This is an optimization exercise on Yosys and OpenROAD, whose aim is small area and a short achievable clock period, not a production implementation.
Only simulation tests tie the RTL to the original design; equivalence was not proved.

[flow/config.mk]
export PLATFORM = sky130hd
export DESIGN_NAME = ooo_engine
export DESIGN_NICKNAME = ooo_engine
export VERILOG_FILES = /design/flow/design.v
export SDC_FILE = /design/flow/constraint.sdc
export NUM_CORES = 8
export LEC_CHECK = 0
export CAP_MARGIN = 20
export CORE_MARGIN = 2
export CORE_UTILIZATION = 65
export CTS_CLUSTER_DIAMETER = 100
export CTS_CLUSTER_SIZE = 25
export SLEW_MARGIN = 20
[flow/constraint.sdc]
create_clock -name core_clock -period 80.0 [get_ports {clk}]
set_input_delay 16.0000 -clock core_clock [delete_from_list [all_inputs] [get_ports {clk}]]
set_output_delay 16.0000 -clock core_clock [all_outputs]
set_load 0.01 [all_outputs]
[flow/design.v]
module ooo_engine (
    input  logic         clk,
    input  logic         rst,
    input  logic [1:0]   tr_cnt,
    input  logic [3:0]   tr_op,
    input  logic [13:0]  tr_dst,
    input  logic [13:0]  tr_src1,
    input  logic [13:0]  tr_src2,
    output logic [1:0]   tr_pop,
    output logic [1:0]   rt_valid,
    output logic [31:0]  rt_seq,
    output logic [3:0]   rt_op,
    output logic [13:0]  rt_dst,
    output logic [13:0]  rt_src1,
    output logic [13:0]  rt_src2,
    output logic [287:0] rt_cyc,
    output logic [287:0] rt_dur,
    output logic         done,
    output logic [15:0]  cycles,
    output logic [15:0]  count
);
  localparam int RECW = 23;
  localparam int UW = 15;
  localparam int STW = 31;
  function automatic logic [2:0] latency(input logic [1:0] op);
    case (op)
      2'd0:    latency = 3'd1;
      2'd1:    latency = 3'd2;
      default: latency = 3'd5;
    endcase
  endfunction
  function automatic logic [16:0] radd(input logic [15:0] a, input logic [15:0] b, input logic ci);
    logic c;
    c = ci;
    for (int i = 0; i < 16; i++) begin
      radd[i] = a[i] ^ b[i] ^ c;
      c = (a[i] & b[i]) | (c & (a[i] ^ b[i]));
    end
    radd[16] = c;
  endfunction
  function automatic logic [7:0] add8(input logic [7:0] a, input logic [7:0] b);
    logic [16:0] t;
    t = radd({8'd0, a}, {8'd0, b}, 1'b0);
    add8 = t[7:0];
  endfunction
  function automatic logic [8:0] sub8(input logic [7:0] a, input logic [7:0] b);
    logic [16:0] t;
    t = radd({8'd0, a}, {8'd0, ~b}, 1'b1);
    sub8 = t[8:0];
  endfunction
  function automatic logic [1:0] take2(input logic [1:0] have, input logic [1:0] used);
    if (used[1] || have == 2'd0) take2 = 2'd0;
    else if (used[0] || have == 2'd1) take2 = 2'd1;
    else take2 = 2'd2;
  endfunction
  function automatic logic [1:0] sub2(input logic [1:0] a, input logic [1:0] b);
    case ({a, b})
      4'b01_01, 4'b10_10: sub2 = 2'd0;
      4'b10_01:           sub2 = 2'd1;
      default:            sub2 = a;
    endcase
  endfunction
  function automatic logic [1:0] add2(input logic [1:0] a, input logic [1:0] b);
    add2 = {a[1] | b[1] | (a[0] & b[0]), a[0] ^ b[0]};
  endfunction
  function automatic logic [3:0] hi16(input logic [15:0] v);
    logic [15:0] above, oh;
    above[15] = 1'b0;
    for (int i = 14; i >= 0; i--) above[i] = above[i+1] | v[i+1];
    oh = v & ~above;
    hi16 = 4'd0;
    for (int i = 0; i < 16; i++) if (oh[i]) hi16 = hi16 | 4'(i);
  endfunction
  logic [15:0] cycle, seq_next;
  logic        trace_done;
  logic [1:0]             de_cnt;
  logic [1:0][RECW-1:0]   de_rec;
  logic [1:0][4:0]        de_cfe;
  logic [1:0]             de_pr;
  logic [1:0]             rn_cnt;
  logic [1:0][RECW-1:0]   rn_rec;
  logic [1:0][4:0]        rn_cfe, rn_crn;
  logic [1:0]             rn_pr;
  logic [1:0]             rr_cnt;
  logic [1:0][UW-1:0]     rr_u;
  logic [1:0]             di_cnt;
  logic [1:0][UW-1:0]     di_u;
  logic [7:0]             iq_v;
  logic [7:0]             iq_t1v, iq_t2v;
  logic [7:0][3:0]        iq_t1, iq_t2, iq_dt;
  logic [7:0][7:0]        am;
  logic [2:0]             prev_slot;    
  logic [3:0]             head, tail;
  logic [4:0]             rob_cnt;
  logic [15:0]            rob_v, rob_rdy, rob_iss, rob_wb, rob_cmp;
  logic [15:0][RECW-1:0]  rob_rec;
  logic [15:0][STW-1:0]   rob_st;
  logic [1:0]             o_v;
  logic [1:0][RECW-1:0]   o_rec;
  logic [1:0][STW-1:0]    o_st;
  logic [7:0]  cyc0, cyc1;
  logic [16:0] cyc_inc;
  assign cyc_inc = radd(cycle, 16'd0, 1'b1);
  assign cyc0 = cycle[7:0];
  assign cyc1 = cyc_inc[7:0];
  logic [3:0]  head1;
  logic [15:0] hsel, h1sel;
  logic        r0, r1;
  logic [1:0]  nret;
  logic [15:0] ret_mask, v_ar;
  logic [7:0][RECW-1:0]   ev_rec, od_rec;
  logic [7:0][STW-1:0]    ev_st, od_st;
  logic [2:0]  ev_idx, od_idx;
  logic [7:0]  esel, osel;
  logic [RECW-1:0] ev_rrec, od_rrec;
  logic [STW-1:0]  ev_rst, od_rst;
  logic [1:0][RECW-1:0] l_rec;
  logic [1:0][STW-1:0]  l_st;
  assign head1 = head + 4'd1;
  always_comb begin
    for (int k = 0; k < 16; k++) hsel[k] = head == 4'(k);
    h1sel = {hsel[14:0], hsel[15]};
  end
  assign r0 = |(hsel & rob_v & rob_rdy);
  assign r1 = r0 & |(h1sel & rob_v & rob_rdy);
  assign nret = {r1, r0 & ~r1};
  assign ret_mask = ({16{r0}} & hsel) | ({16{r1}} & h1sel);
  assign v_ar = rob_v & ~ret_mask;
  assign ev_idx = head[0] ? head1[3:1] : head[3:1];
  assign od_idx = head[3:1];
  always_comb begin
    for (int k = 0; k < 8; k++) begin
      ev_rec[k] = rob_rec[2*k];   od_rec[k] = rob_rec[2*k+1];
      ev_st[k]  = rob_st[2*k];    od_st[k]  = rob_st[2*k+1];
      esel[k] = ev_idx == 3'(k);
      osel[k] = od_idx == 3'(k);
    end
    ev_rrec = '0; od_rrec = '0; ev_rst = '0; od_rst = '0;
    for (int j = 0; j < 8; j++) begin
      ev_rrec = ev_rrec | ({RECW{esel[j]}} & ev_rec[j]);
      od_rrec = od_rrec | ({RECW{osel[j]}} & od_rec[j]);
      ev_rst  = ev_rst  | ({STW{esel[j]}} & ev_st[j]);
      od_rst  = od_rst  | ({STW{osel[j]}} & od_st[j]);
    end
  end
  assign l_rec[0] = head[0] ? od_rrec : ev_rrec;
  assign l_rec[1] = head[0] ? ev_rrec : od_rrec;
  assign l_st[0]  = head[0] ? od_rst : ev_rst;
  assign l_st[1]  = head[0] ? ev_rst : od_rst;
  logic [15:0] rdy1, xclr;
  assign rdy1 = rob_rdy | rob_wb;
  assign xclr = rdy1 | rob_cmp;
  function automatic logic [UW-1:0] wake(input logic [UW-1:0] u, input logic [15:0] x);
    wake = u;
    if (x[u[12:9]]) wake[13] = 1'b0;
    if (x[u[7:4]])  wake[8]  = 1'b0;
  endfunction
  logic [1:0][UW-1:0] rr_w, di_w;
  always_comb begin
    for (int k = 0; k < 2; k++) begin
      rr_w[k] = wake(rr_u[k], xclr);
      di_w[k] = wake(di_u[k], xclr);
    end
  end
  logic [7:0] rdyq, win1, win2;
  logic [7:0][7:0] beats;
  logic       any1, any2;
  logic [3:0] gt1, gt2;
  logic [7:0] iq_v_ai;
  always_comb begin
    rdyq = iq_v & ~iq_t1v & ~iq_t2v;
    beats = '0;
    for (int i = 0; i < 8; i++)
      for (int j = i + 1; j < 8; j++) begin
        beats[i][j] = am[i][j];
        beats[j][i] = !am[i][j];
      end
    for (int i = 0; i < 8; i++) begin
      win1[i] = rdyq[i];
      for (int j = 0; j < 8; j++)
        if (j != i && rdyq[j] && !beats[i][j]) win1[i] = 1'b0;
    end
    for (int i = 0; i < 8; i++) begin
      win2[i] = rdyq[i] & ~win1[i];
      for (int j = 0; j < 8; j++)
        if (j != i && rdyq[j] && !win1[j] && !beats[i][j]) win2[i] = 1'b0;
    end
    any1 = |win1; any2 = |win2;
    gt1 = '0; gt2 = '0;
    for (int i = 0; i < 8; i++) begin
      if (win1[i]) gt1 = gt1 | iq_dt[i];
      if (win2[i]) gt2 = gt2 | iq_dt[i];
    end
    iq_v_ai = iq_v & ~win1 & ~win2;
  end
  logic       disp;
  logic [7:0] wq0, wq1;    
  logic [2:0] f0_idx, f1_idx;
  logic       fr1, fr2, rq1, rq2;
  logic seen0, seen1;
  always_comb begin
    fr1 = 1'b0; fr2 = 1'b0; rq1 = 1'b0; rq2 = 1'b0;
    for (int k = 0; k < 8; k++) begin
      fr2 = fr2 | (fr1 & ~iq_v[k]);
      fr1 = fr1 | ~iq_v[k];
      rq2 = rq2 | (rq1 & rdyq[k]);
      rq1 = rq1 | rdyq[k];
    end
    disp = fr2 | (fr1 & rq1) | rq2;
    wq0 = '0; wq1 = '0; seen0 = 1'b0; seen1 = 1'b0;
    for (int k = 0; k < 8; k++) begin
      if (!iq_v_ai[k]) begin
        if (!seen0) begin wq0[k] = 1'b1; seen0 = 1'b1; end
        else if (!seen1) begin wq1[k] = 1'b1; seen1 = 1'b1; end
      end
    end
    f0_idx = '0; f1_idx = '0;
    for (int k = 0; k < 8; k++) begin
      if (wq0[k]) f0_idx = f0_idx | 3'(k);
      if (wq1[k]) f1_idx = f1_idx | 3'(k);
    end
    if (!(disp && di_cnt != 2'd0)) wq0 = '0;
    if (!(disp && di_cnt == 2'd2)) wq1 = '0;
  end
  logic [1:0] d_left, mv, rr_left;
  assign d_left  = disp ? 2'd0 : di_cnt;
  assign mv      = take2(rr_cnt, d_left);
  assign rr_left = sub2(rr_cnt, mv);
  logic        freeok;
  logic [1:0]  nr;
  logic [3:0]  tail1;
  logic [15:0] lt_tail;
  logic [1:0][UW-1:0] ren_u;
  assign freeok = ~rob_cnt[4] & ~(rob_cnt[3:0] == 4'd15) | (rob_cnt[3:0] == 4'd15 & r0) |
                  (rob_cnt[4] & r1);
  assign nr = freeok ? take2(rn_cnt, rr_left) : 2'd0;
  assign tail1 = tail + 4'd1;
  always_comb for (int k = 0; k < 16; k++) lt_tail[k] = 4'(k) < tail;
  logic [1:0][1:0][6:0]  ls;
  logic [1:0][1:0][15:0] lm, lml;
  logic [1:0][1:0]       ltv;
  logic [1:0][1:0][3:0]  ltg;
  always_comb begin
    for (int i = 0; i < 2; i++) begin
      for (int q = 0; q < 2; q++) begin
        ls[i][q] = q == 0 ? rn_rec[i][13:7] : rn_rec[i][6:0];
        for (int k = 0; k < 16; k++) lm[i][q][k] = v_ar[k] && rob_rec[k][20:14] == ls[i][q];
        lml[i][q] = lm[i][q] & lt_tail;
        ltv[i][q] = (ls[i][q] != 7'd127) && (lm[i][q] != '0);
        ltg[i][q] = hi16((lml[i][q] != '0) ? lml[i][q] : lm[i][q]);
        if (i == 1 && ls[i][q] != 7'd127 && rn_rec[0][20:14] == ls[i][q]) begin
          ltv[i][q] = 1'b1; ltg[i][q] = tail;
        end
      end
      ren_u[i] = {rn_pr[i], ltv[i][0], ltg[i][0], ltv[i][1], ltg[i][1],
                  i == 0 ? tail : tail1};
    end
  end
  logic [1:0] rn_left, nd, de_left;
  assign rn_left = sub2(rn_cnt, nr);
  assign nd      = take2(de_cnt, rn_left);
  assign de_left = sub2(de_cnt, nd);
  logic td_set;
  logic [1:0] n_pop;
  assign td_set = ~trace_done & (((de_left != 2'd2) & (tr_cnt == 2'd0)) |
                                 ((de_left == 2'd0) & (tr_cnt == 2'd1)));
  assign n_pop = tr_pop;
  logic [1:0]  n_de_cnt, n_rn_cnt, n_rr_cnt;
  logic        n_trace_done, n_done;
  logic [4:0]  n_rob_cnt;
  logic [16:0] seq_inc;
  logic [15:0] alloc;
  assign n_de_cnt = add2(de_left, n_pop);
  assign n_rn_cnt = add2(rn_left, nd);
  assign n_rr_cnt = add2(rr_left, nr);
  assign n_rob_cnt = rob_cnt + {3'd0, nr} - {3'd0, nret};
  assign n_trace_done = trace_done | td_set;
  assign n_done = n_trace_done && n_de_cnt == 2'd0 && n_rn_cnt == 2'd0 && n_rob_cnt == 5'd0;
  assign seq_inc = radd(seq_next, {14'd0, n_pop}, 1'b0);
  always_comb
    for (int k = 0; k < 16; k++)
      alloc[k] = (nr != 2'd0 && tail == 4'(k)) || (nr == 2'd2 && tail1 == 4'(k));
  always_ff @(posedge clk) begin
    if (rst) begin
      cycle <= '0; seq_next <= '0; trace_done <= 1'b0; done <= 1'b0;
      de_cnt <= '0; rn_cnt <= '0; rr_cnt <= '0; di_cnt <= '0;
      iq_v <= '0; head <= '0; tail <= '0; rob_cnt <= '0; rob_v <= '0;
      o_v <= '0;
    end else if (!done) begin
      cycle <= cyc_inc[15:0];
      seq_next <= seq_inc[15:0];
      trace_done <= n_trace_done;
      done <= n_done;
      de_cnt <= n_de_cnt; rn_cnt <= n_rn_cnt; rr_cnt <= n_rr_cnt;
      di_cnt <= add2(d_left, mv);
      iq_v <= iq_v_ai | wq0 | wq1;
      head <= head + {2'd0, nret};
      tail <= tail + {2'd0, nr};
      rob_cnt <= n_rob_cnt;
      rob_v <= v_ar | alloc;
      o_v <= {r1, r0};
    end else begin
      o_v <= '0;
    end
  end
  always_ff @(posedge clk) begin
    o_rec <= l_rec;
    o_st  <= l_st;
  end
  always_ff @(posedge clk) begin
    if (nr == 2'd1) begin
      rn_rec[0] <= rn_rec[1]; rn_cfe[0] <= rn_cfe[1]; rn_crn[0] <= rn_crn[1]; rn_pr[0] <= rn_pr[1];
    end
    if (nd != 2'd0) begin
      if (rn_left == 2'd0) begin
        rn_rec[0] <= de_rec[0]; rn_cfe[0] <= de_cfe[0]; rn_crn[0] <= cyc1[4:0]; rn_pr[0] <= de_pr[0];
        if (nd == 2'd2) begin
          rn_rec[1] <= de_rec[1]; rn_cfe[1] <= de_cfe[1]; rn_crn[1] <= cyc1[4:0]; rn_pr[1] <= de_pr[1];
        end
      end else begin
        rn_rec[1] <= de_rec[0]; rn_cfe[1] <= de_cfe[0]; rn_crn[1] <= cyc1[4:0]; rn_pr[1] <= de_pr[0];
      end
    end
    if (nd == 2'd1) begin
      de_rec[0] <= de_rec[1]; de_cfe[0] <= de_cfe[1]; de_pr[0] <= de_pr[1];
    end
    if (n_pop != 2'd0) begin
      if (de_left == 2'd0) begin
        de_rec[0] <= {tr_op[1:0], tr_dst[6:0], tr_src1[6:0], tr_src2[6:0]};
        de_cfe[0] <= cyc0[4:0]; de_pr[0] <= 1'b0;
        de_rec[1] <= {tr_op[3:2], tr_dst[13:7], tr_src1[13:7], tr_src2[13:7]};
        de_cfe[1] <= cyc0[4:0]; de_pr[1] <= 1'b1;
      end else begin
        de_rec[1] <= {tr_op[1:0], tr_dst[6:0], tr_src1[6:0], tr_src2[6:0]};
        de_cfe[1] <= cyc0[4:0]; de_pr[1] <= 1'b0;
      end
    end
  end
  always_ff @(posedge clk) begin
    if (d_left == 2'd0) begin
      di_u[0] <= rr_w[0]; di_u[1] <= rr_w[1];
    end else begin
      di_u[0] <= di_w[0];
      di_u[1] <= (d_left == 2'd1) ? rr_w[0] : di_w[1];
    end
    if (rr_left == 2'd0) begin
      rr_u[0] <= ren_u[0]; rr_u[1] <= ren_u[1];
    end else if (rr_left == 2'd2) begin
      rr_u[0] <= rr_w[0]; rr_u[1] <= rr_w[1];
    end else begin
      rr_u[0] <= (mv == 2'd1) ? rr_w[1] : rr_w[0];
      rr_u[1] <= ren_u[0];
    end
  end
  logic [15:0] cmp_next, xnext;
  logic [7:0]  n_t1v, n_t2v;
  logic [7:0][3:0] n_t1, n_t2;
  assign xnext = xclr | cmp_next;
  always_comb begin
    for (int k = 0; k < 8; k++) begin
      if (wq0[k]) begin
        n_t1v[k] = di_w[0][13]; n_t1[k] = di_w[0][12:9]; n_t2v[k] = di_w[0][8]; n_t2[k] = di_w[0][7:4];
      end else if (wq1[k]) begin
        n_t1v[k] = di_w[1][13]; n_t1[k] = di_w[1][12:9]; n_t2v[k] = di_w[1][8]; n_t2[k] = di_w[1][7:4];
      end else begin
        n_t1v[k] = iq_t1v[k]; n_t1[k] = iq_t1[k]; n_t2v[k] = iq_t2v[k]; n_t2[k] = iq_t2[k];
      end
    end
  end
  always_ff @(posedge clk) begin
    for (int k = 0; k < 8; k++) begin
      iq_t1v[k] <= n_t1v[k] & ~xnext[n_t1[k]];
      iq_t2v[k] <= n_t2v[k] & ~xnext[n_t2[k]];
      iq_t1[k] <= n_t1[k];
      iq_t2[k] <= n_t2[k];
      if (wq0[k]) iq_dt[k] <= di_u[0][3:0];
      else if (wq1[k]) iq_dt[k] <= di_u[1][3:0];
    end
    for (int i = 0; i < 8; i++)
      for (int j = i + 1; j < 8; j++) begin
        if (wq0[j] || wq1[j]) am[i][j] <= 1'b1;
        else if (wq1[i]) am[i][j] <= 1'b0;
        else if (wq0[i]) am[i][j] <= di_u[0][14] && prev_slot == 3'(j);
      end
    if (wq1 != '0) prev_slot <= f1_idx;
    else if (wq0 != '0) prev_slot <= f0_idx;
  end
  logic [1:0][RECW-1:0] a_rec;      
  logic [1:0][4:0]      a_cfe, a_crn;
  logic [15:0]          we_di, we_is, we_ex;
  logic [2:0]           n1, n2, n5;
  logic [15:0][2:0]     ntg;
  assign n1 = cyc1[2:0];
  assign n2 = cycle[2:0];
  assign n5 = cycle[2:0] - 3'd3;
  always_comb begin
    a_rec[0] = tail[0] ? rn_rec[1] : rn_rec[0];
    a_rec[1] = tail[0] ? rn_rec[0] : rn_rec[1];
    a_cfe[0] = tail[0] ? rn_cfe[1] : rn_cfe[0];
    a_cfe[1] = tail[0] ? rn_cfe[0] : rn_cfe[1];
    a_crn[0] = tail[0] ? rn_crn[1] : rn_crn[0];
    a_crn[1] = tail[0] ? rn_crn[0] : rn_crn[1];
    for (int k = 0; k < 16; k++) begin
      we_di[k] = (mv != 2'd0 && rr_u[0][3:0] == 4'(k)) || (mv == 2'd2 && rr_u[1][3:0] == 4'(k));
      we_is[k] = (wq0 != '0 && di_u[0][3:0] == 4'(k)) || (wq1 != '0 && di_u[1][3:0] == 4'(k));
      we_ex[k] = (any1 && gt1 == 4'(k)) || (any2 && gt2 == 4'(k));
      if (rob_rec[k][22:21] == 2'd0)      ntg[k] = n1;
      else if (rob_rec[k][22:21] == 2'd1) ntg[k] = n2;
      else                                ntg[k] = n5;
      cmp_next[k] = ((rob_iss[k] & ~rob_cmp[k] & rob_st[k][27:25] == ntg[k]) |
                     (we_ex[k] & rob_rec[k][22:21] == 2'd0)) & ~alloc[k];
    end
  end
  always_ff @(posedge clk) begin
    for (int k = 0; k < 16; k++) begin
      if (alloc[k]) begin
        rob_rec[k] <= a_rec[k % 2];
        rob_st[k][4:0]   <= a_cfe[k % 2];
        rob_st[k][9:5]   <= a_crn[k % 2];
        rob_st[k][14:10] <= cyc1[4:0];
      end
      if (we_di[k]) rob_st[k][18:15] <= cyc1[3:0];
      if (we_is[k]) rob_st[k][24:19] <= cyc1[5:0];
      if (we_ex[k]) rob_st[k][30:25] <= cyc1[5:0];
      rob_rdy[k] <= rdy1[k] & ~alloc[k];
      rob_wb[k]  <= rob_cmp[k] & ~alloc[k];
      rob_iss[k] <= ((rob_iss[k] & ~rob_cmp[k]) | we_ex[k]) & ~alloc[k];
      rob_cmp[k] <= cmp_next[k];
    end
  end
  logic pop_ok1, pop_ok2;
  assign pop_ok1 = ~done & ~trace_done & (de_left != 2'd2);
  assign pop_ok2 = ~done & ~trace_done & (de_left == 2'd0);
  assign tr_pop[1] = ~rst & pop_ok2 & tr_cnt[1];
  assign tr_pop[0] = ~rst & pop_ok1 & (pop_ok2 ? (tr_cnt[0] & ~tr_cnt[1]) : (tr_cnt[0] | tr_cnt[1]));
  assign cycles   = cycle;
  assign count    = seq_next;
  assign rt_valid = o_v;
  logic [4:0]  infl;
  logic [15:0] seq0;
  logic [16:0] seq0t, seq1t;
  assign infl = {3'd0, de_cnt} + {3'd0, rn_cnt} + rob_cnt + {4'd0, o_v[0]} + {4'd0, o_v[1]};
  assign seq0t = radd(seq_next, ~{11'd0, infl}, 1'b1);
  assign seq0 = seq0t[15:0];
  assign seq1t = radd(seq0, 16'd0, 1'b1);
  logic [7:0] chi, chm;
  assign chi = cycle[15:8];
  assign chm = 8'(sub8(cycle[15:8], 8'd1));
  logic [1:0][2:0] olat;
  logic [1:0][5:0] d_is, a_ex, a_rt;
  logic [1:0][3:0] d_di, d_rr;
  logic [1:0][4:0] d_rn, d_de;
  logic [1:0][8:0][7:0] lo;
  logic [1:0][8:0]      bw;
  logic [1:0][8:0]      t_ex, t_is, t_di, t_rr, t_rn, t_de, t_fe, t_wb, t_rt;
  logic [1:0][16:0]     t_rtd, t_ded;
  for (genvar r = 0; r < 2; r++) begin : g_lane
    ooo_engine_rsub8 u_ex (.a(cycle[7:0]),   .b({2'd0, a_ex[r]}), .d(t_ex[r][7:0]), .nb(t_ex[r][8]));
    ooo_engine_rsub8 u_is (.a(t_ex[r][7:0]), .b({2'd0, d_is[r]}), .d(t_is[r][7:0]), .nb(t_is[r][8]));
    ooo_engine_rsub8 u_di (.a(t_is[r][7:0]), .b({4'd0, d_di[r]}), .d(t_di[r][7:0]), .nb(t_di[r][8]));
    ooo_engine_rsub8 u_rr (.a(t_di[r][7:0]), .b({4'd0, d_rr[r]}), .d(t_rr[r][7:0]), .nb(t_rr[r][8]));
    ooo_engine_rsub8 u_rn (.a(t_rr[r][7:0]), .b({3'd0, d_rn[r]}), .d(t_rn[r][7:0]), .nb(t_rn[r][8]));
    ooo_engine_rsub8 u_de (.a(t_rn[r][7:0]), .b({3'd0, d_de[r]}), .d(t_de[r][7:0]), .nb(t_de[r][8]));
    ooo_engine_rsub8 u_fe (.a(t_de[r][7:0]), .b(8'd1),            .d(t_fe[r][7:0]), .nb(t_fe[r][8]));
    ooo_engine_rsub8 u_rt (.a(cycle[7:0]),   .b({2'd0, a_rt[r]}), .d(t_rt[r][7:0]), .nb(t_rt[r][8]));
    ooo_engine_rsub8 u_wb (.a(t_rt[r][7:0]), .b(8'd1),            .d(t_wb[r][7:0]), .nb(t_wb[r][8]));
  end
  always_comb begin
    for (int r = 0; r < 2; r++) begin
      olat[r]  = latency(o_rec[r][22:21]);
      d_is[r]  = 6'(sub8({2'd0, o_st[r][30:25]}, {2'd0, o_st[r][24:19]}));
      d_di[r]  = 4'(sub8({4'd0, o_st[r][22:19]}, {4'd0, o_st[r][18:15]}));
      d_rr[r]  = 4'(sub8({4'd0, o_st[r][18:15]}, {4'd0, o_st[r][13:10]}));
      d_rn[r]  = 5'(sub8({3'd0, o_st[r][14:10]}, {3'd0, o_st[r][9:5]}));
      t_ded[r] = radd({11'd0, o_st[r][9:5]}, {11'd0, ~o_st[r][4:0]}, 1'b0);    
      d_de[r]  = t_ded[r][4:0];
      a_ex[r]  = 6'(sub8({2'd0, cycle[5:0]}, {2'd0, o_st[r][30:25]}));
      t_rtd[r] = radd({10'd0, a_ex[r]}, {10'd0, ~{3'd0, olat[r]}}, 1'b0);       
      a_rt[r]  = t_rtd[r][5:0];
      lo[r][0] = t_fe[r][7:0]; lo[r][1] = t_de[r][7:0]; lo[r][2] = t_rn[r][7:0];
      lo[r][3] = t_rr[r][7:0]; lo[r][4] = t_di[r][7:0]; lo[r][5] = t_is[r][7:0];
      lo[r][6] = t_ex[r][7:0]; lo[r][7] = t_wb[r][7:0]; lo[r][8] = t_rt[r][7:0];
      bw[r][8] = ~t_rt[r][8];
      bw[r][7] = bw[r][8] | ~t_wb[r][8];
      bw[r][6] = ~t_ex[r][8];
      bw[r][5] = bw[r][6] | ~t_is[r][8];
      bw[r][4] = bw[r][5] | ~t_di[r][8];
      bw[r][3] = bw[r][4] | ~t_rr[r][8];
      bw[r][2] = bw[r][3] | ~t_rn[r][8];
      bw[r][1] = bw[r][2] | ~t_de[r][8];
      bw[r][0] = bw[r][1] | ~t_fe[r][8];
    end
  end
  always_comb begin
    for (int r = 0; r < 2; r++) begin
      rt_seq[16*r +: 16] = (r == 0) ? seq0 : seq1t[15:0];
      rt_op[2*r +: 2]    = o_rec[r][22:21];
      rt_dst[7*r +: 7]   = o_rec[r][20:14];
      rt_src1[7*r +: 7]  = o_rec[r][13:7];
      rt_src2[7*r +: 7]  = o_rec[r][6:0];
      for (int s = 0; s < 9; s++)
        rt_cyc[144*r + 16*s +: 16] = {bw[r][s] ? chm : chi, lo[r][s]};
      rt_dur[144*r +   0 +: 16] = 16'd1;
      rt_dur[144*r +  16 +: 16] = {11'd0, d_de[r]};
      rt_dur[144*r +  32 +: 16] = {11'd0, d_rn[r]};
      rt_dur[144*r +  48 +: 16] = {12'd0, d_rr[r]};
      rt_dur[144*r +  64 +: 16] = {12'd0, d_di[r]};
      rt_dur[144*r +  80 +: 16] = {10'd0, d_is[r]};
      rt_dur[144*r +  96 +: 16] = {13'd0, olat[r]};
      rt_dur[144*r + 112 +: 16] = 16'd1;
      rt_dur[144*r + 128 +: 16] = {10'd0, a_rt[r]};
    end
  end
endmodule
module ooo_engine_rsub8 (
    input  logic [7:0] a,
    input  logic [7:0] b,
    output logic [7:0] d,
    output logic       nb
);
  logic [8:0] c;
  assign c[0] = 1'b1;
  for (genvar i = 0; i < 8; i++) begin : g_bit
    assign d[i]   = a[i] ^ ~b[i] ^ c[i];
    assign c[i+1] = (a[i] & ~b[i]) | (c[i] & (a[i] ^ ~b[i]));
  end
  assign nb = c[8];
endmodule
[flow/flow/run.sh]
#!/bin/bash
# Standard ORFS layout (the standard.sh) with two changes: the port
# buffers are the smallest buffer, and repair_timing is asked for a setup
# margin that makes it work on the input-to-output paths. make's full output
# goes to flow_make.log here; each ORFS step also keeps its own log under
# orfs/logs.
set -euo pipefail
bash standard.sh finish \
  "BUFFER_PORTS_ARGS=-buffer_cell sky130_fd_sc_hd__buf_1" \
  SETUP_SLACK_MARGIN=50 > flow_make.log 2>&1
[flow/standard.sh]
#!/bin/bash
# synth_recipe.tcl (not shown) runs the flow's synth.tcl, then flattens the netlist and writes it again
# the make line also repeats each setting of config.mk as NAME=value (left out here)
make -C /OpenROAD-flow-scripts/flow DESIGN_CONFIG=/design/flow/config.mk WORK_HOME=/design/flow/orfs CLKGATE_MAP_FILE= SYNTH_SCRIPT=/design/flow/synth_recipe.tcl "${@:-finish}"
==> summary.md, run 1 <==
| Metric | Value |
|---|---|
| Outcome | finished clean |
| Num CTS Buffers | 70 |
| Total Wirelength | roughly 290000 um |
| Filler cells | 9018 |
| Worst r2r path cells | 33 |
| Sequential standard cell area | between 0.03 and 0.04 mm^2 |
| Num rows | 129 |
| GRT Resource Usage Total | 43.4% |
| R2R setup slack | 71.03 ns |
| First-pass GRT wire length | 406000 um |
| Average cell area after synthesis | ~11 um^2 |
| P&R area growth vs syn | 5.92% |
| Final worst path period share | 41.0% |
| Multi-input gate area in the final layout | 0.0379 mm^2 |
| Seq/Total Area, Yosys | 48.0% |
| F_max | 30.5 MHz |
| Setup-failing EPs final | 0 |
| CP required | 64.00 ns |
| Share of cells above drive strength 1 | between 8 and 9% |
| DPL Wire Length | about 200000 um |
| Fin. max-slew vios | 0 |
| TNS Setup | 0 ns |
| Root buffer cell | clkbuf_16 |
| Initial antenna violation count | 8 |
| Die area | 0.128 mm^2 |
| Ys async rst share | 0% |
| CTS Hold Bufs | 0 |
| EDFF count, synth | 1013 |
| Routability Congestion | between 1 and 1.5 |
| Critical path class | in -> out |
| Slew @ Worst Pin | 1.31 ns |
| Max_cap viols | 0 |
| Drt pass-1 iters | 8 |
| Final Hold Viols | 0 |
| Final std cells w/o fill | 9459 |
| Largest net degree at the start of global routing | 84 |
| Hold Crit Class | reg -> reg |
| Vias per cell | 6.82 |
| R2r startpoint | head[1]$_SDFFE_PP0N_ |
| Clock Skew | 0.0483 ns |
| Crit-path max FO | 4 |
| DRC errors left | 0 |
| End of the worst register-to-register path | seq_next[15]$_SDFFE_PP0N_ |
| Worst EP arrival | around 17 ns |
| Synth Cell Area | roughly 0.081 mm^2 |
| Number of nets in the layout | 8109 |
| Vias | 64542 |
| Top_reg_cell synth | edfxtp_1 |
| Cell variety after synth | 130 |
| H-tree levels | 3 |
| Initial core utilization | 65.6% |
| Yosys warnings | 1 |
| Vias in the first global route | 60508 |
| WHS Path Cells | 0 |
| WL/cell | about 30 um |
| CTS tree | built |
| CTS Buffer Depth | 3 |
| Die Y | 358 um |
| Worst Hold End | di_u[14]$_DFFE_PP_ |
| Worst Min Path Start | rr_u[14]$_DFFE_PP_ |
| Cells after DPL | 9314 |
| CTS sink count | about 1400 |
| Max transition margin | 11.7% |
| I/O pin count | 741 |
| Port Buf Inserts | 518 |
| Clock latency at the later pin of the worst-skew pair | 0.73 ns |
| Synth Instances | 7590 |
| Clock input transition at the sequential cells of the worst setup and hold paths | 0.11 ns |
| Remaining global-route overflow | 0 |
| DIE WIDTH | 358 um |
| CP Launch Type | primary input |
| Core box area | 0.124 mm^2 |
| Detail Route Antenna Nets | 0 |
| Tmin final | 32.78 ns |
| Yosys reg bits | approximately 1400 |
| Crit. End Element | primary output |
| RSZ-0062 raised after global routing | yes |
| Initial detailed-routing violation count | roughly 10000 |
## cell families (layout without fill, tap and decap cells)
family,count (synthesis),after routing,synth area share [%]
AND/OR/NAND/NOR,1926,1926,11.9
AO/OA/AOI/OAI,1447,1447,12.3
flip-flops,1445,1445,48.0
buffers and inverters,1250,1258,6.91
XOR/XNOR,613,613,6.60
multiplexers,606,606,8.65
adder cells (fa/ha/maj),301,301,5.68
other,2,226,0.00923
## cell usage after synthesis, types with 139 or more instances
master | count | area (um^2)
a21oi_1 | 360 | 1800
a22oi_1 | 247 | 1850
buf_4 | 228 | 1710
clkbuf_1 | 412 | 1550
dfxtp_1 | 432 | 8650
edfxtp_1 | 1013 | 30400
ha_1 | 183 | 2290
inv_1 | 432 | 1620
mux2_2 | 139 | 1570
mux2i_1 | 399 | 3990
nand2_1 | 547 | 2050
nand3_1 | 145 | 726
nor2_1 | 505 | 1900
nor3_1 | 139 | 696
o21ai_0 | 182 | 911
xnor2_1 | 381 | 3340
xor2_1 | 232 | 2030
## repair_timing
item / 4_1_cts / 5_1_grt
gates resized for setup: 17 / 1
endpoints found under the setup margin: 2 / 2
setup buffers: 5 / 4
pin swaps: 3 / 2
cloned: 2 / 0
## through the flow
stage | setup WS [ns] | utilization, % | hold slack, ns | cell area, um^2
final | 47.22 | 69.5 | 0.448 | 86200
after global routing | 47.21 | 69.5 | 0.467 | 86200
after CTS | 47.26 | 69.5 | 0.442 | 86100
after detailed placement | 46.50 | 67.6 | 0.415 | 83800
after global placement | 46.53 | 67.6 | 0.403 | 83800
after floorplan | 46.73 | - | 0.400 | 82200
## worst max path at each step
stage               from   endpoint  slack [ns]  cells after the start
2_1_floorplan        rst  tr_pop[0]       46.73                      3
3_3_place_gp         rst  tr_pop[0]       46.53                      5
3_5_place_dp         rst  tr_pop[0]       46.50                      5
4_1_cts        tr_cnt[1]  tr_pop[0]       47.26                      6
5_1_grt              rst  tr_pop[0]       47.21                      5
6_report             rst  tr_pop[0]       47.22                      5
## critical path: stages
cell and delay, ns:
clkbuf_16 0.14, nor3_4 0.22, buf_12 0.13, o21a_1 0.14, buf_2 0.15
## cells in the final DEF, fill, tap and decap left out, types with 72 or more instances in the layout
cell type,n
a21oi_1,356
a22oi_1,244
buf_1,513
buf_4,163
clkbuf_16,72
conb_1,222
dfxtp_1,414
edfxtp_1,1013
fa_1,115
ha_1,179
inv_1,424
mux2_2,139
mux2i_1,399
nand2_1,544
nand3_1,145
nand4_1,92
nor2_1,496
nor2b_1,73
nor3_1,134
o21ai_0,179
o22ai_1,103
xnor2_1,381
xor2_1,232
## flip-flops by register name, summed over array words and instances, names as in the netlist, 16 cells and up
name / flops
rob_st: 496
rob_rec: 368
o_st: 62
de_rec: 46
o_rec: 46
rn_rec: 46
iq_dt: 32
iq_t1: 32
iq_t2: 32
rr_u: 30
di_u: 29
am: 28
cycle: 16
rob_cmp: 16
rob_iss: 16
rob_rdy: 16
rob_v: 16
rob_wb: 16
seq_next: 16
## area by class of cell
type	instances	area share, %
Tap cell	1637	2.38
Inverter	444	1.94
Antenna cell	4	0.0116
Multi-Input combinational cell	5115	44.0
Clock buffer	115	2.25
Timing Repair Buffer	685	3.81
Clock inverter	14	0.295
Sequential cell	1445	45.4
## metal layers
layer | vias to the layer above | track usage [%] | part of all wire, %
met5 | - | 0 | 0.020
li1 | 27256 | - | -
met1 | 31300 | 55.8 | 35
met3 | 1142 | 8.50 | 12
met4 | 10 | 30.2 | 8.2
met2 | 4834 | 66.6 | 45
==> run 2, diff against run 1 <==
--- a/flow/config.mk
+++ b/flow/config.mk
@@ -7,7 +7,7 @@
 export LEC_CHECK = 0
 export CAP_MARGIN = 20
 export CORE_MARGIN = 2
-export CORE_UTILIZATION = 65
+export CORE_UTILIZATION = 50
 export CTS_CLUSTER_DIAMETER = 100
 export CTS_CLUSTER_SIZE = 25
 export SLEW_MARGIN = 20
==> run 2 against run 1 <==
  * Via count down 4.1%
  * Register-to-register slack worse by 0.66 ns
  * Die area up 30%
  * Cell count up 5.8%
  * Synthesized area unchanged
  * Wire length up 3.3%
  * Flip-flop and latch count unchanged
  * Critical endpoint unchanged
  * Highest routed layer unchanged
==> summary.md, run 2 <==
| Metric | Value |
|---|---|
| Outcome | finished clean |
| P&R area growth vs syn | 7.01% |
| Max_cap viols | 0 (unchanged) |
| Share of cells above drive strength 1 | 8.71% (+0.23 points) |
| Top sig layer | met5 |
| Max transition margin | 16.7% (+5.0 points) |
| Top_reg_cell synth | edfxtp_1 |
| DPL Wire Length | 208000 um (+4.4%) |
| Final worst path period share | 40.9% (about the same) |
| Post-synth top cells | edfxtp_1, nand2_1, nor2_1, dfxtp_1, inv_1 |
| Ys async rst share | 0% (unchanged) |
| Most frequent cells in the layout | edfxtp_1, nand2_1, buf_1, nor2_1, inv_1 |
| Initial core utilization | 50.2% (-15 points) |
| CTS Hold Bufs | 0 (unchanged) |
| Root buffer cell | clkbuf_16 |
| Average cell area after synthesis | 10.7 um^2 (unchanged) |
| Final Util | 53.7% (-16 points) |
| Buffer and inverter count on the worst path | 3 (unchanged) |
| Regs by FF count | rob_st: 496 flops, rob_rec: 368 flops, o_st: 62 flops |
| Cells after DPL | 9864 (+5.9%) |
| CTS tree | built |
| Slew @ Worst Pin | 1.25 ns (-0.0668 ns) |
| DRC errors left | 0 (unchanged) |
| Yosys warnings | 1 (unchanged) |
| Die Y | 407 um (+14%) |
| EDFF count, synth | 1013 (unchanged) |
| Most common cell in the netlist | edfxtp_1 |
| Critical path class | in -> out |
| Fin. max-slew vios | 0 (unchanged) |
| Most common cell after layout, fill and taps aside | edfxtp_1 |
| Total Wirelength | 295000 um (+3.3%) |
| I/O pin count | 741 (unchanged) |
| H-tree levels | 3 (unchanged) |
| Routability Congestion | 0.981 (-6.0%) |
| CP Launch Type | primary input |
| WL met3 | 22300 um (-33%) |
| Num CTS Buffers | 71 (+1.4%) |
| Clock Skew | 0.0332 ns (-0.0151 ns) |
| Met2 WL | 136000 um (+6.7%) |
| Vias per cell | 6.19 (-9.3%) |
| Slowest CP cell | nor3_4 |
| Clock latency at the later pin of the worst-skew pair | 0.73 ns (about the same) |
| Cell breakdown of the critical path | clkbuf_16, nor3_4, buf_12, o21a_1, buf_2 |
| Detail Route Antenna Nets | 0 (unchanged) |
| First-pass GRT wire length | 418000 um (+2.8%) |
| Synth Cell Area | 0.0814 mm^2 (unchanged) |
| Clock input transition at the sequential cells of the worst setup and hold paths | 0.10 ns (about the same) |
| Crit-path max FO | 3 (-1) |
| Initial antenna violation count | 2 (-6) |
| Yosys reg bits | 1445 (unchanged) |
| Remaining global-route overflow | 0 (unchanged) |
| GRT Resource Usage Total | 34.2% (-9.2 points) |
| Final Hold Viols | 0 (unchanged) |
| Num rows | 148 (+15%) |
| Cell variety after synth | 130 (unchanged) |
| Max reg flops | 496 (unchanged) |
| Drt pass-1 iters | 9 (+1) |
| Largest net degree at the start of global routing | 103 (+23%) |
| Worst EP arrival | 16.75 ns (-0.03 ns) |
| Vias | 61917 (-4.1%) |
| Setup-failing EPs final | 0 (unchanged) |
| CTS Buffer Depth | 3 (unchanged) |
| TNS Setup | 0 ns (unchanged) |
| Final std cells w/o fill | 10007 (+5.8%) |
| Yosys top cell area share | 37.4% (unchanged) |
| Die area | 0.166 mm^2 (+30%) |
| Port Buf Inserts | 518 (unchanged) |
| R2R setup slack | 70.37 ns (-0.66 ns) |
| Core box area | 0.162 mm^2 (+31%) |
| F_max | 30.5 MHz (about the same) |
| CP required | 64.00 ns (about the same) |
| CTS sink count | 1445 (unchanged) |
| Number of nets in the layout | 8122 (+0.16%) |
| Antenna Cells | 0 (-4) |
| Most flops, register | rob_st |
| Initial detailed-routing violation count | 6812 (-31%) |
| Area contributors post-synth | edfxtp_1, dfxtp_1, mux2i_1 |
| RSZ-0062 raised after global routing | yes |
| DIE WIDTH | 407 um (+14%) |
| Crit. End Element | primary output |
| WL met1 | 119000 um (+17%) |
| Seq/Total Area, Yosys | 48.0% (unchanged) |
| Synth Instances | 7590 (unchanged) |
| Hold Crit Class | reg -> reg |
| CP top delay family | buffers and inverters |
| WL/cell | 29.5 um (-2.4%) |
| Tmin final | 32.75 ns (-0.0254 ns) |
| Vias in the first global route | 58561 (-3.2%) |
| Largest area contributor in the netlist | edfxtp_1 |
| CP max stage delay | 0.23 ns (about the same) |
-- run 2: cell type report --
type | instances | area, um^2
clock buffer | 116 | 1990
clock inverter | 15 | 260
fill | 14486 | 75100
inverter | 444 | 1670
multi-input combinational | 5115 | 37900
sequential | 1445 | 39100
tap | 2175 | 2720
timing repair buffer | 697 | 3390
-- run 2: final timing paths --
kind,to,cells after the start,startpoint
worst min register to register,di_u[14]$_DFFE_PP_,0,rr_u[14]$_DFFE_PP_
worst min-delay path,di_u[14]$_DFFE_PP_,0,rr_u[14]$_DFFE_PP_
worst max register to register,seq_next[15]$_SDFFE_PP0N_,36,head[0]$_SDFFE_PP0N_
worst max-delay path,tr_pop[0],5,rst
-- run 2: logic make-up after synthesis --
| group | synth area share [%] |
|---|---|
| AND/OR/NAND/NOR | 11.9 |
| AO/OA/AOI/OAI | 12.3 |
| flip-flops | 48.0 |
| buffers and inverters | 6.91 |
| XOR/XNOR | 6.60 |
| multiplexers | 8.65 |
| adder cells (fa/ha/maj) | 5.68 |
| other | 0.00923 |
-- run 2: what timing repair did --
item,4_1_cts,5_1_grt
pin swaps,2,2
buffers inserted,5,4
setup endpoints to repair,2,2
gates resized for setup,16,0
cloned,2,0
-- run 2: per-stage QoR --
stage	instance area [um^2]	setup WS, ns	hold WS (ns)
final	87100	47.25	0.430
after global routing	87100	47.22	0.445
after CTS	87000	47.23	0.433
after detailed placement	84600	46.52	0.408
after global placement	84600	46.54	0.411
after floorplan	82200	46.73	0.400
-- run 2: metal layers --
layer	global-route usage, %	up-vias
met5	0	-
met4	17.9	2
met3	4.50	683
met2	54.9	3086
met1	45.5	30852
li1	-	27294
==> run 3, diff against run 2 <==
==> flow/flow/run.sh (replaced) <==
#!/bin/bash
# Standard ORFS layout (the standard.sh) with three changes: the port
# buffers are the smallest buffer; repair_timing is asked for a setup
# margin that makes it work on the input-to-output paths; and after global
# routing, cells off the critical paths are downsized (RECOVER_POWER).
# make's full output goes to flow_make.log here; each ORFS step also keeps
# its own log under orfs/logs.
set -euo pipefail
bash standard.sh finish \
  "BUFFER_PORTS_ARGS=-buffer_cell sky130_fd_sc_hd__buf_1" \
  SETUP_SLACK_MARGIN=50 RECOVER_POWER=100 > flow_make.log 2>&1
--- a/flow/config.mk
+++ b/flow/config.mk
@@ -7,7 +7,7 @@
 export LEC_CHECK = 0
 export CAP_MARGIN = 20
 export CORE_MARGIN = 2
-export CORE_UTILIZATION = 50
+export CORE_UTILIZATION = 65
 export CTS_CLUSTER_DIAMETER = 100
 export CTS_CLUSTER_SIZE = 25
 export SLEW_MARGIN = 20
==> run 3 against run 2 <==
  * The layout now fails its checks (capacitance limit, slew limit)
  * Global-route usage increased by 9.2 points
  * Clock skew up 0.018 ns
  * Worst hold slack better by 0.016 ns
  * Register-to-register slack got worse by 3.2 ns
  * Non-clock buffer count down 12
  * Fmax down 2.0%
  * First-iteration DRC count up 40%
  * Synthesized cell count unchanged
  * Utilization grew 15 points
  * Critical path type unchanged
  * Critical endpoint unchanged
  * Largest cell class unchanged
  * Highest routed layer unchanged
==> summary.md, run 3 <==
| Metric | Value |
|---|---|
| Outcome | failed layout checks |
| Failed Checks | capacitance limit, slew limit |
| PnR worst setup slack | 46.58 ns (-0.672 ns) |
| Top_reg_cell synth | edfxtp_1 |
| Vias in the first global route | 60508 (+3.3%) |
| Average cell area after synthesis | 10.7 um^2 (unchanged) |
| Max reg flops | 496 (unchanged) |
| Port Buf Inserts | 518 (unchanged) |
| Post-synth top cells | edfxtp_1, nand2_1, nor2_1, dfxtp_1, inv_1 |
| Most common cell in the netlist | edfxtp_1 |
| Most common cell after layout, fill and taps aside | edfxtp_1 |
| DRC errors left | 0 (unchanged) |
| Worst EP arrival | 17.42 ns (+0.67 ns) |
| Tmin final | 33.42 ns (+0.672 ns) |
| CTS tree | built |
| Die Y | 358 um (-12%) |
| EDFF count, synth | 1013 (unchanged) |
| Crit-path max FO | 4 (+1) |
| Area contributors post-synth | edfxtp_1, dfxtp_1, mux2i_1 |
| Total Wirelength | 286000 um (-3.1%) |
| Most frequent cells in the layout | edfxtp_1, nand2_1, buf_1, nor2_1, inv_1 |
| GRT Resource Usage Total | 43.4% (+9.2 points) |
| Hold Crit Class | reg -> reg |
| DIE WIDTH | 358 um (-12%) |
| Cells after DPL | 9314 (-5.6%) |
| Final Hold Viols | 0 (unchanged) |
| Vias | 64298 (+3.8%) |
| Seq/Total Area, Yosys | 48.0% (unchanged) |
| Num CTS Buffers | 70 (-1.4%) |
| Drt pass-1 iters | 9 (unchanged) |
| Synth Cell Area | 0.0814 mm^2 (unchanged) |
| Hold slack | 0.446 ns (+0.0162 ns) |
| Number of nets in the layout | 8109 (-0.16%) |
| Yosys warnings | 1 (unchanged) |
| Critical path class | in -> out |
| Largest net degree at the start of global routing | 84 (-18%) |
| Largest area contributor in the netlist | edfxtp_1 |
| Max_cap viols | 49 (+49) |
| Initial detailed-routing violation count | 9548 (+40%) |
| Regs by FF count | rob_st: 496 flops, rob_rec: 368 flops, o_st: 62 flops |
| CTS Buffer Depth | 3 (unchanged) |
| Clock latency at the later pin of the worst-skew pair | 0.73 ns (about the same) |
| CTS sink count | 1445 (unchanged) |
| Clock Skew | 0.0516 ns (+0.0184 ns) |
| Ys async rst share | 0% (unchanged) |
| TNS Setup | 0 ns (unchanged) |
| H-tree levels | 3 (unchanged) |
| Final std cells w/o fill | 9458 (-5.5%) |
| Synth Instances | 7590 (unchanged) |
| Routability Congestion | 1.04 (+6.4%) |
| I/O pin count | 741 (unchanged) |
| Core box area | 0.124 mm^2 (-24%) |
| CP required | 64.00 ns (about the same) |
| RSZ-0062 raised after global routing | yes |
| Share of cells above drive strength 1 | 5.78% (-2.9 points) |
| Yosys top cell area share | 37.4% (unchanged) |
| WL/cell | 30.2 um (+2.5%) |
| Remaining global-route overflow | 0 (unchanged) |
| DP Worst Slack | 46.50 ns (-0.0177 ns) |
| Slew @ Worst Pin | 4.42 ns (+3.18 ns) |
| Filler cells | 9174 (-37%) |
| Final worst path period share | 41.8% (+0.84 points) |
| Die area | 0.128 mm^2 (-23%) |
| Cell variety after synth | 130 (unchanged) |
| F_max | 29.9 MHz (-2.0%) |
| Setup-failing EPs final | 0 (unchanged) |
| Fin. max-slew vios | 1718 (+1718) |
| CP Launch Type | primary input |
| DPL Wire Length | 199000 um (-4.2%) |
| Clock input transition at the sequential cells of the worst setup and hold paths | 0.12 ns (+0.02 ns) |
| First-pass GRT wire length | 406000 um (-2.7%) |
| CTS Hold Bufs | 0 (unchanged) |
| Vias per cell | 6.80 (+9.9%) |
| Final Util | 69.0% (+15 points) |
| Initial antenna violation count | 7 (+5) |
| Most flops, register | rob_st |
| Detail Route Antenna Nets | 0 (unchanged) |
| Max transition margin | -195% (-210 points) |
| Initial core utilization | 65.6% (+15 points) |
| Yosys reg bits | 1445 (unchanged) |
| Root buffer cell | clkbuf_16 |
| Num rows | 129 (-13%) |
| Crit. End Element | primary output |
| P&R area growth vs syn | 5.11% |
-- run 3: cell type report --
cell class	count	area [um^2]	share of cell area, %
diodes	3	7.51	0.00878
clock buffers	115	1940	2.27
clock inverters	14	254	0.297
inverters	444	1670	1.95
multi-input cells	5115	37600	43.9
flip-flops and latches	1445	39100	45.7
well taps	1637	2050	2.39
repair buffers	685	2960	3.46
-- run 3: cell families (layout without fill, tap and decap cells) --
group | after synthesis | in the layout | share of synthesized area [%]
xor+xnor | 613 | 613 | 6.60
simple gates | 1926 | 1926 | 11.9
fa+ha+maj | 301 | 301 | 5.68
buf+inv | 1250 | 1258 | 6.91
other cells | 2 | 225 | 0.00923
compound gates | 1447 | 1447 | 12.3
mux | 606 | 606 | 8.65
flops | 1445 | 1445 | 48.0
-- run 3: final timing paths --
kind                        startpoint                 end  slack [ns]  cells after the start
setup / recovery                   rst           tr_pop[0]       46.58                      5
hold / removal      rr_u[14]$_DFFE_PP_  di_u[14]$_DFFE_PP_        0.45                      0
setup reg to reg  head[0]$_SDFFE_PP0N_   iq_t2v[3]$_DFF_P_       67.20                     18
hold reg to reg     rr_u[14]$_DFFE_PP_  di_u[14]$_DFFE_PP_        0.45                      0
-- run 3: what timing repair did --
action | in CTS | in global routing
resized for setup | 17 | 1
cloned | 2 | 0
setup buffers | 5 | 4
pin swaps | 3 | 2
setup endpoints to repair | 2 | 2
-- run 3: per-stage QoR --
step,instance area [um^2]
global route,85500
CTS,86100
detailed placement,83800
finish,85500
global placement,83800
floorplan,82200
-- run 3: critical path, cell delays in order --
cell and delay, ns:
clkbuf_1 0.17, nor3_1 0.27, dlygate4sd3_1 0.63, o21a_1 0.16
clkbuf_1 0.18
-- run 3: routing by layer --
| layer | track usage [%] | share of wire [%] | up-vias |
|---|---|---|---|
| met5 | 0 | 0.016 | - |
| met1 | 55.8 | 35 | 31142 |
| met3 | 8.50 | 12 | 1130 |
| met2 | 66.6 | 44 | 4785 |
| met4 | 30.2 | 8.4 | 8 |
| li1 | - | - | 27233 |
==> run 4, diff against run 3 <==
--- a/flow/config.mk
+++ b/flow/config.mk
@@ -7,7 +7,7 @@
 export LEC_CHECK = 0
 export CAP_MARGIN = 20
 export CORE_MARGIN = 2
-export CORE_UTILIZATION = 65
+export CORE_UTILIZATION = 50
 export CTS_CLUSTER_DIAMETER = 100
 export CTS_CLUSTER_SIZE = 25
 export SLEW_MARGIN = 20
==> run 4 against run 3 <==
  * Still fails the layout checks on capacitance limit, slew limit
  * Clock-buffer cell count is 1 higher
  * Via count is 4.1% lower
  * Critical path depth unchanged
  * Non-clock buffer count increased by 12
==> summary.md, run 4 <==
| Metric | Value |
|---|---|
| Remaining global-route overflow | 0 (unchanged) |
| Worst Hold End | di_u[14]$_DFFE_PP_ |
| Top_reg_cell synth | edfxtp_1 |
| Core box area | 0.162 mm^2 (+31%) |
| Yosys reg bits | 1445 (unchanged) |
| CP required | 64.00 ns (about the same) |
| GRT Resource Usage Total | 34.2% (-9.2 points) |
| I/O pin count | 741 (unchanged) |
| Worst EP arrival | 17.36 ns (-0.06 ns) |
| CP max stage delay | 0.63 ns (about the same) |
| Fin. max-slew vios | 1752 (+2.0%) |
| PnR worst setup slack | 46.64 ns (+0.0602 ns) |
| Tmin final | 33.36 ns (-0.0602 ns) |
| WL/cell | 29.4 um (-2.5%) |
| CP Launch Type | primary input |
| Synth Instances | 7590 (unchanged) |
| CTS tree | built |
| Port Buf Inserts | 518 (unchanged) |
| Antenna Cells | 0 (-3) |
| DRC errors left | 0 (unchanged) |
| Vias in the first global route | 58561 (-3.2%) |
| CP most frequent cell | clkbuf_1 |
| Seq/Total Area, Yosys | 48.0% (unchanged) |
| Average cell area after synthesis | 10.7 um^2 (unchanged) |
| F_max | 30.0 MHz (+0.18%) |
| Clock latency at the later pin of the worst-skew pair | 0.74 ns (about the same) |
| R2r startpoint | head[1]$_SDFFE_PP0N_ |
| Initial antenna violation count | 3 (-4) |
| Failed Checks | capacitance limit, slew limit |
| Largest area contributor in the netlist | edfxtp_1 |
| Detail Route Antenna Nets | 0 (unchanged) |
| Outcome | failed layout checks |
| Max_cap viols | 49 (unchanged) |
| Largest net degree at the start of global routing | 103 (+23%) |
| Clock input transition at the sequential cells of the worst setup and hold paths | 0.10 ns (-0.02 ns) |
| Vias | 61633 (-4.1%) |
| Worst r2r path cells | 35 (+17) |
| Critical path class | in -> out |
| First-pass GRT wire length | 418000 um (+2.8%) |
| Cell variety after synth | 130 (unchanged) |
| Number of nets in the layout | 8122 (+0.16%) |
| TNS Setup | 0 ns (unchanged) |
| Most flops, register | rob_st |
| Initial core utilization | 50.2% (-15 points) |
| RSZ-0062 raised after global routing | yes |
| H-tree levels | 3 (unchanged) |
| Max reg flops | 496 (unchanged) |
| Vias per cell | 6.16 (-9.4%) |
| Most common cell in the netlist | edfxtp_1 |
| Final worst path period share | 41.7% (-0.075 points) |
| Cells after DPL | 9864 (+5.9%) |
| Most frequent cells in the layout | edfxtp_1, nand2_1, buf_1, nor2_1, inv_1 |
| Setup-failing EPs final | 0 (unchanged) |
| Yosys top cell area share | 37.4% (unchanged) |
| Num CTS Buffers | 71 (+1.4%) |
| DIE WIDTH | 407 um (+14%) |
| Cell breakdown of the critical path | clkbuf_1, nor3_1, dlygate4sd3_1, o21a_1, clkbuf_1 |
| Area contributors post-synth | edfxtp_1, dfxtp_1, mux2i_1 |
| EDFF count, synth | 1013 (unchanged) |
| P&R area growth vs syn | 6.16% |
| R2R setup slack | 68.76 ns (+1.56 ns) |
| Ys async rst share | 0% (unchanged) |
| Hold slack | 0.430 ns (-0.0166 ns) |
| Num rows | 148 (+15%) |
| WHS Path Cells | 0 (unchanged) |
| Routability Congestion | 0.981 (-6.0%) |
| Share of cells above drive strength 1 | 5.91% (+0.13 points) |
| Post-synth top cells | edfxtp_1, nand2_1, nor2_1, dfxtp_1, inv_1 |
| Synth Cell Area | 0.0814 mm^2 (unchanged) |
| Crit. End Element | primary output |
| Drt pass-1 iters | 8 (-1) |
| Root buffer cell | clkbuf_16 |
| Worst Min Path Start | rr_u[14]$_DFFE_PP_ |
| Critical path launch point | rst |
| Slowest CP cell | dlygate4sd3_1 |
| Die area | 0.166 mm^2 (+30%) |
| Die Y | 407 um (+14%) |
| Hold Crit Class | reg -> reg |
| DPL Wire Length | 208000 um (+4.4%) |
| Final std cells w/o fill | 10007 (+5.8%) |
| Crit-path max FO | 3 (-1) |
| DP Worst Slack | 46.52 ns (+0.0177 ns) |
| Clock Skew | 0.0385 ns (-0.0131 ns) |
| Initial detailed-routing violation count | 6833 (-28%) |
| End of the worst register-to-register path | seq_next[15]$_SDFFE_PP0N_ |
| Regs by FF count | rob_st: 496 flops, rob_rec: 368 flops, o_st: 62 flops |
| Final Util | 53.3% (-16 points) |
| Total Wirelength | 295000 um (+3.2%) |
| Yosys warnings | 1 (unchanged) |
| Final Hold Viols | 0 (unchanged) |
| CTS Buffer Depth | 3 (unchanged) |
| Max transition margin | -179% (+16 points) |
| CTS Hold Bufs | 0 (unchanged) |
| Filler cells | 14629 (+59%) |
| Most common cell after layout, fill and taps aside | edfxtp_1 |
| CTS sink count | 1445 (unchanged) |
| Slew @ Worst Pin | 4.14 ns (-0.283 ns) |
## run 4: worst max-delay path by stage
stage / to / slack (ns) / cells past startpoint
after floorplan: tr_pop[0] / 46.73 / 3
after global placement: tr_pop[0] / 46.54 / 5
after detailed placement: tr_pop[0] / 46.52 / 5
after CTS: tr_pop[0] / 47.23 / 6
after global routing: tr_pop[0] / 46.53 / 5
final: tr_pop[0] / 46.64 / 5
## run 4: per-stage QoR
step	area (um^2)
5_1_grt	86400
6_report	86400
3_5_place_dp	84600
2_1_floorplan	82200
3_3_place_gp	84600
4_1_cts	87000
## run 4: what timing repair did
| item | CTS | global route |
|---|---|---|
| gates resized for setup | 16 | 0 |
| setup buffers | 5 | 4 |
| endpoints found under the hold margin | 0 | 0 |
| pin swaps | 2 | 2 |
| setup endpoints to repair | 2 | 2 |
| gates cloned | 2 | 0 |
## run 4: critical path, delay by kind of cell
kind	cells	cell delay [ns]
compound gates	1	0.15
buf+inv	3	0.93
simple gates	1	0.28
## run 4: cell type report
class	count	area, um^2	area share (%)
repair buffers	697	3060	3.54
clock inverters	15	260	0.301
inverters	444	1670	1.93
flip-flops and latches	1445	39100	45.2
clock buffers	116	1990	2.31
multi-input cells	5115	37600	43.5
well taps	2175	2720	3.15
## run 4: cell families (layout without fill, tap and decap cells)
group / Yosys count / count (layout) / share of synthesized area (%)
and+or+nand+nor: 1926 / 1926 / 11.9
muxes: 606 / 606 / 8.65
adders and majority gates: 301 / 301 / 5.68
xor gates and xnor gates: 613 / 613 / 6.60
AOI/OAI and AO/OA: 1447 / 1447 / 12.3
DFF: 1445 / 1445 / 48.0
buffers and inverters: 1250 / 1272 / 6.91
other: 2 / 222 / 0.00923
## run 4: layer usage
| layer | GRT usage [%] | vias to the layer above | share of wire, % |
|---|---|---|---|
| li1 | - | 27256 | - |
| met1 | 45.5 | 30688 | 40 |
| met2 | 54.9 | 3018 | 46 |
| met3 | 4.50 | 671 | 7.5 |
| met4 | 17.9 | 0 | 6.1 |
| met5 | 0 | - | 0 |

[static timing again, ports no longer ideal]
The results above use ideal ports. As a check the final layouts listed here were re-extracted and re-timed, cells and wires unchanged. Step 1: set_driving_cell puts a clkbuf_16 on clk and a buf_2 on each other input, an assumption about the parent block. Step 2 also shifts input and output timing later by t, the mid clock arrival at the registers, as if the neighbouring blocks saw the same clock. Slacks: ideal ports / drivers / drivers and shift; pairs: ideal ports / drivers.
run | shift t [ns] | setup WS [ns] | hold WS [ns] | pins driven straight from the clock port
run 1 | 0.788 | 47.224 / 47.113 / 47.113 | 0.448 / 0.448 / 0.448 | 1
run 2 | 0.805 | 47.250 / 47.142 / 47.142 | 0.430 / 0.430 / 0.430 | 1
run 3 | 0.788 | 46.578 / 46.487 / 46.487 | 0.446 / 0.446 / 0.446 | 1
run 4 | 0.806 | 46.638 / 46.532 / 46.532 | 0.430 / 0.430 / 0.430 | 1
For run 1, which loses most, drivers alone change the setup slack by -0.111 ns; drivers and shift together by -0.111 ns.
